From an optimization exercise on the open Yosys and OpenROAD flow, aimed at small area; shortcuts taken in it are not production practice.
The RTL was checked by simulation tests, not by an equivalence proof against the original design.

Setup of main:
## eemon_core
module eemon_core (
  input  wire        clk,
  input  wire        rst,
  input  wire        cmd_valid,
  input  wire [31:0] cmd_data,
  output wire        cmd_ready,
  output reg         rsp_valid,
  output wire [31:0] rsp_data,
  output wire [5:0]  cs_n,
  output wire [5:0]  cs_oe,
  input  wire [3:0]  cs_in,
  input  wire [2:0]  din,
  output wire        sclk,
  output wire        mosi,
  input  wire        miso,
  input  wire        tick
);
  localparam [7:0] RW_FLAG_READ  = 8'h80;
  localparam [7:0] RW_FLAG_WRITE = 8'h00;
  localparam       STATUS_ACTIVE_LEVEL = 1'b0;
  localparam [30:0] DEBOUNCE_DEFAULT = 31'd20;
  localparam [7:0] OP_BEGIN = 8'h01, OP_END   = 8'h02, OP_XCHG  = 8'h03,
                   OP_GSET  = 8'h04, OP_GRD   = 8'h05, OP_STAT  = 8'h06,
                   OP_ECLR  = 8'h07, OP_IRQT  = 8'h08, OP_RDREG = 8'h10,
                   OP_WRREG = 8'h11, OP_FDEC  = 8'h12, OP_FENC  = 8'h13,
                   OP_QREAD = 8'h20, OP_QSTAT = 8'h21, OP_BREAD = 8'h30,
                   OP_BDOWN = 8'h31, OP_BSETD = 8'h32;
  localparam [3:0] S_IDLE  = 4'd0,  S_OPND  = 4'd1,  S_EXEC  = 4'd2,
                   S_DRAIN = 4'd3,  S_ZRESP = 4'd4,  S_BEGA  = 4'd5,
                   S_BEGB  = 4'd6,  S_CSA   = 4'd7,  S_FETCH = 4'd8,
                   S_TX    = 4'd9,  S_RX    = 4'd10, S_CSD   = 4'd11,
                   S_ENDA  = 4'd12, S_ENDB  = 4'd13, S_DONE  = 4'd14;
  reg [3:0]  st;
  reg [31:0] cmd_r;
  reg        active;
  reg [7:0]  depth;
  reg        dual_out;             
  reg [5:0]  gate_r;               
  reg        irq_flag;
  reg [5:0]  err;
  reg [2:0]  last_res;
  reg [7:0]  kb;                   
  reg [3:0]  bc;                   
  reg [31:0] rxsr;
  reg [1:0]  q_prev_obs;
  reg [3:0]  b_prev_obs;
  reg        s_prev_obs;
  wire [9:0] gate_en = {gate_r[5], 4'd0, gate_r[4:0]};
  wire [7:0] op  = cmd_r[31:24];
  wire [3:0] fu  = cmd_r[23:20];
  wire [3:0] ft  = cmd_r[19:16];
  wire [7:0] fa  = cmd_r[15:8];
  wire [7:0] fb  = cmd_r[7:0];
  wire       cs_on  = (st == S_FETCH) || (st == S_TX) || (st == S_RX) || (st == S_CSD);
  wire [5:0] cs_drv;
  genvar gc;
  generate
    for (gc = 0; gc < 6; gc = gc + 1) begin : g_cs
      assign cs_drv[gc] = !(cs_on && fu[2:0] == gc);
    end
  endgenerate
  wire [3:0] obs_cs  = dual_out ? cs_drv[3:0] : cs_in;
  ...
export LEC_CHECK = 0
export ABC_AREA = 1
export CAP_MARGIN = 0
export CORE_MARGIN = 2
export CORE_UTILIZATION = 50
export PLACE_DENSITY = 0.6
export SLEW_MARGIN = 0
export SYNTH_MEMORY_MAX_BITS = 16384
create_clock -name core_clock -period 12.5 [get_ports {clk}]
standard.sh (not shown) runs the stock make flow with config.mk's settings and CLKGATE_MAP_FILE= SYNTH_SCRIPT=/design/flow/synth_recipe.tcl, a recipe that flattens the netlist after the stock synthesis.
==> flow/flow/run.sh <==
#!/bin/bash
# The standard layout (standard.sh) with these changes:
#  - synthesis maps the logic with an area-oriented ABC script (deep
#    AIG resynthesis, then two rounds of choice computation and &nf mapping
#    with relaxed delay); the rest of synthesis, and so every register, is
#    the standard one;
#  - clock tree synthesis without dummy loads, with clkbuf_8 buffers and
#    clusters of at most 15 sinks within 60 um;
#  - port buffers of a smaller cell (every port still gets its own buffer).
# The whole flow's output goes to standard_flow.log in this folder; ORFS
# keeps each step's own log under orfs/logs/.
set -e
here=$(pwd)
rm -rf "$here/scripts"
cp -r "$FLOW_HOME/scripts" "$here/scripts"
cat > "$here/scripts/abc_area.script" <<'ABC'
&get -n
&st
&deepsyn -T 120
&dch -f
&nf -R 1000
&st
&dch -f
&nf -R 1000
&put
topo
dnsize -c
ABC
export SCRIPTS_DIR="$here/scripts"
export CTS_ARGS="-sink_clustering_enable -repair_clock_nets -dont_use_dummy_load -buf_list sky130_fd_sc_hd__clkbuf_8 -sink_clustering_size 15 -sink_clustering_max_diameter 60"
export BUFFER_PORTS_ARGS="-buffer_cell sky130_fd_sc_hd__buf_2"
bash standard.sh > standard_flow.log 2>&1
Edits applied to the flow inputs when going from main to the feature branch:
diff --git a/flow/design.v b/flow/design.v
--- a/flow/design.v
+++ b/flow/design.v
@@ -877,27 +877,27 @@
   wire is_rdreg = (op == OP_RDREG);
   wire byte_end = (bc == 4'd15);
   wire [7:0] wlen = is_xchg ? fa : (is_rdreg ? 8'd3 : 8'd3 + {5'd0, fmt_n});
   wire [7:0] rlen = is_xchg ? fb : (is_rdreg ? {5'd0, fmt_n} : 8'd0);
   wire [7:0] len_m1    = ((st == S_TX) || (st == S_DRAIN) ? wlen : rlen) - 8'd1;
   wire       last_byte = (kb == len_m1);
   wire       last_word = (kb[7:2] == len_m1[7:2]);
-  wire       tx_hdr = !is_xchg && (kb < 8'd3);
-  reg        hdr_bit;
+  wire [1:0] dbyte = is_xchg ? ~kb[1:0] : (fmt_n[1:0] + 2'd2 - kb[1:0]);
+  wire [7:0] tx_byte_d = rxsr[{dbyte, 3'b000} +: 8];
+  reg  [7:0] tx_byte;
   always @* begin
-    case (kb[1:0])
-      2'd0:    hdr_bit = is_rdreg && (bc[3:1] == 3'd0);
-      2'd1:    hdr_bit = rm_addr[{1'b1, ~bc[3:1]}];
-      default: hdr_bit = rm_addr[{1'b0, ~bc[3:1]}];
+    if (is_xchg || kb > 8'd2) tx_byte = tx_byte_d;
+    else case (kb[1:0])
+      2'd0:    tx_byte = is_rdreg ? RW_FLAG_READ : RW_FLAG_WRITE;
+      2'd1:    tx_byte = rm_addr[15:8];
+      default: tx_byte = rm_addr[7:0];
     endcase
   end
-  wire tx_bit   = tx_hdr ? hdr_bit : rxsr[31];
-  wire tx_shift = !tx_hdr ||
-                  (kb[1:0] == 2'd0 ? (fmt_n == 3'd1) : (fmt_n != 3'd4));
-  wire       rx_part = (st == S_RX) && is_xchg && (fb[1:0] != 2'd0) && (kb[7:2] == fb[7:2]);
+  wire tx_bit = tx_byte[~bc[3:1]];
+  wire       rx_part = is_xchg && (fb[1:0] != 2'd0) && (kb[7:2] == fb[7:2]);
   wire [3:0] rx_act;
   wire [31:0] rx_next;
   genvar gr;
   generate
     for (gr = 0; gr < 4; gr = gr + 1) begin : g_rxb
       assign rx_act[gr] = !rx_part || ({1'b0, fb[1:0]} + gr >= 4);
     end
@@ -1025,16 +1025,14 @@
           if (cmd_valid) begin
             rxsr <= cmd_data;
             st <= S_TX;
           end
         end
         S_TX: begin
           bc <= bc + 4'd1;
-          if (bc[0] && tx_shift)
-            rxsr <= rx_next;
           if (byte_end) begin
             if (!last_byte) begin
               kb <= kb + 8'd1;
               st <= (is_xchg && kb[1:0] == 2'd3) ? S_FETCH : S_TX;
             end else begin
               kb <= 8'd0;
               st <= (rlen != 8'd0) ? S_RX : S_CSD;
==> results.txt <==
main and the feature branch all finish clean.
For the feature branch, the worst-path cell with the longest stage delay was fa_1, unlike main, where it was a21oi_1.
Compared with main, the feature branch is hungrier on power.
Summary: with main as the reference, maximum number of pins on one net before global-route repair in the feature branch moved up by more than 10%.
The global-route usage in the feature branch sits 0.26 points below the value recorded for main.
When the feature branch is measured against main, its wire length of the first global-routing pass turns out 0.33% higher.
Compared with main, in the feature branch vertical die dimension up 1.4 µm; global routing usage on met3 down 1.5 points.

[what the ideal ports hide]
No port has a modelled driver above. Below, the same layouts with a new extraction and two added sets of constraints. Step 1 (the two cells are an assumption about what drives the block):
set clk [get_ports {clk}]
set_driving_cell -lib_cell sky130_fd_sc_hd__clkbuf_16 $clk
set_driving_cell -lib_cell sky130_fd_sc_hd__buf_2 [delete_from_list [all_inputs] $clk]
Step 2 moves the port delays by t, midway between the first and last clock arrival at a register: inputs arrive t later, outputs are due t later. That takes back most of the time a late clock gives input paths. Slacks: ideal / step 1 / step 2; pairs: ideal / step 1.
| run | t, ns | slack for setup (ns) | worst setup path after step 2 |
|---|---|---|---|
| main | 0.738 | 1.002 / 1.047 / 0.309 | input to register |
| the feature branch | 0.711 | 1.014 / 1.047 / 0.336 | input to register |
After both steps every run listed still meets setup and hold. The setup slack of main, which loses most, moves by +0.045 ns with the drivers and by -0.693 ns with both steps.
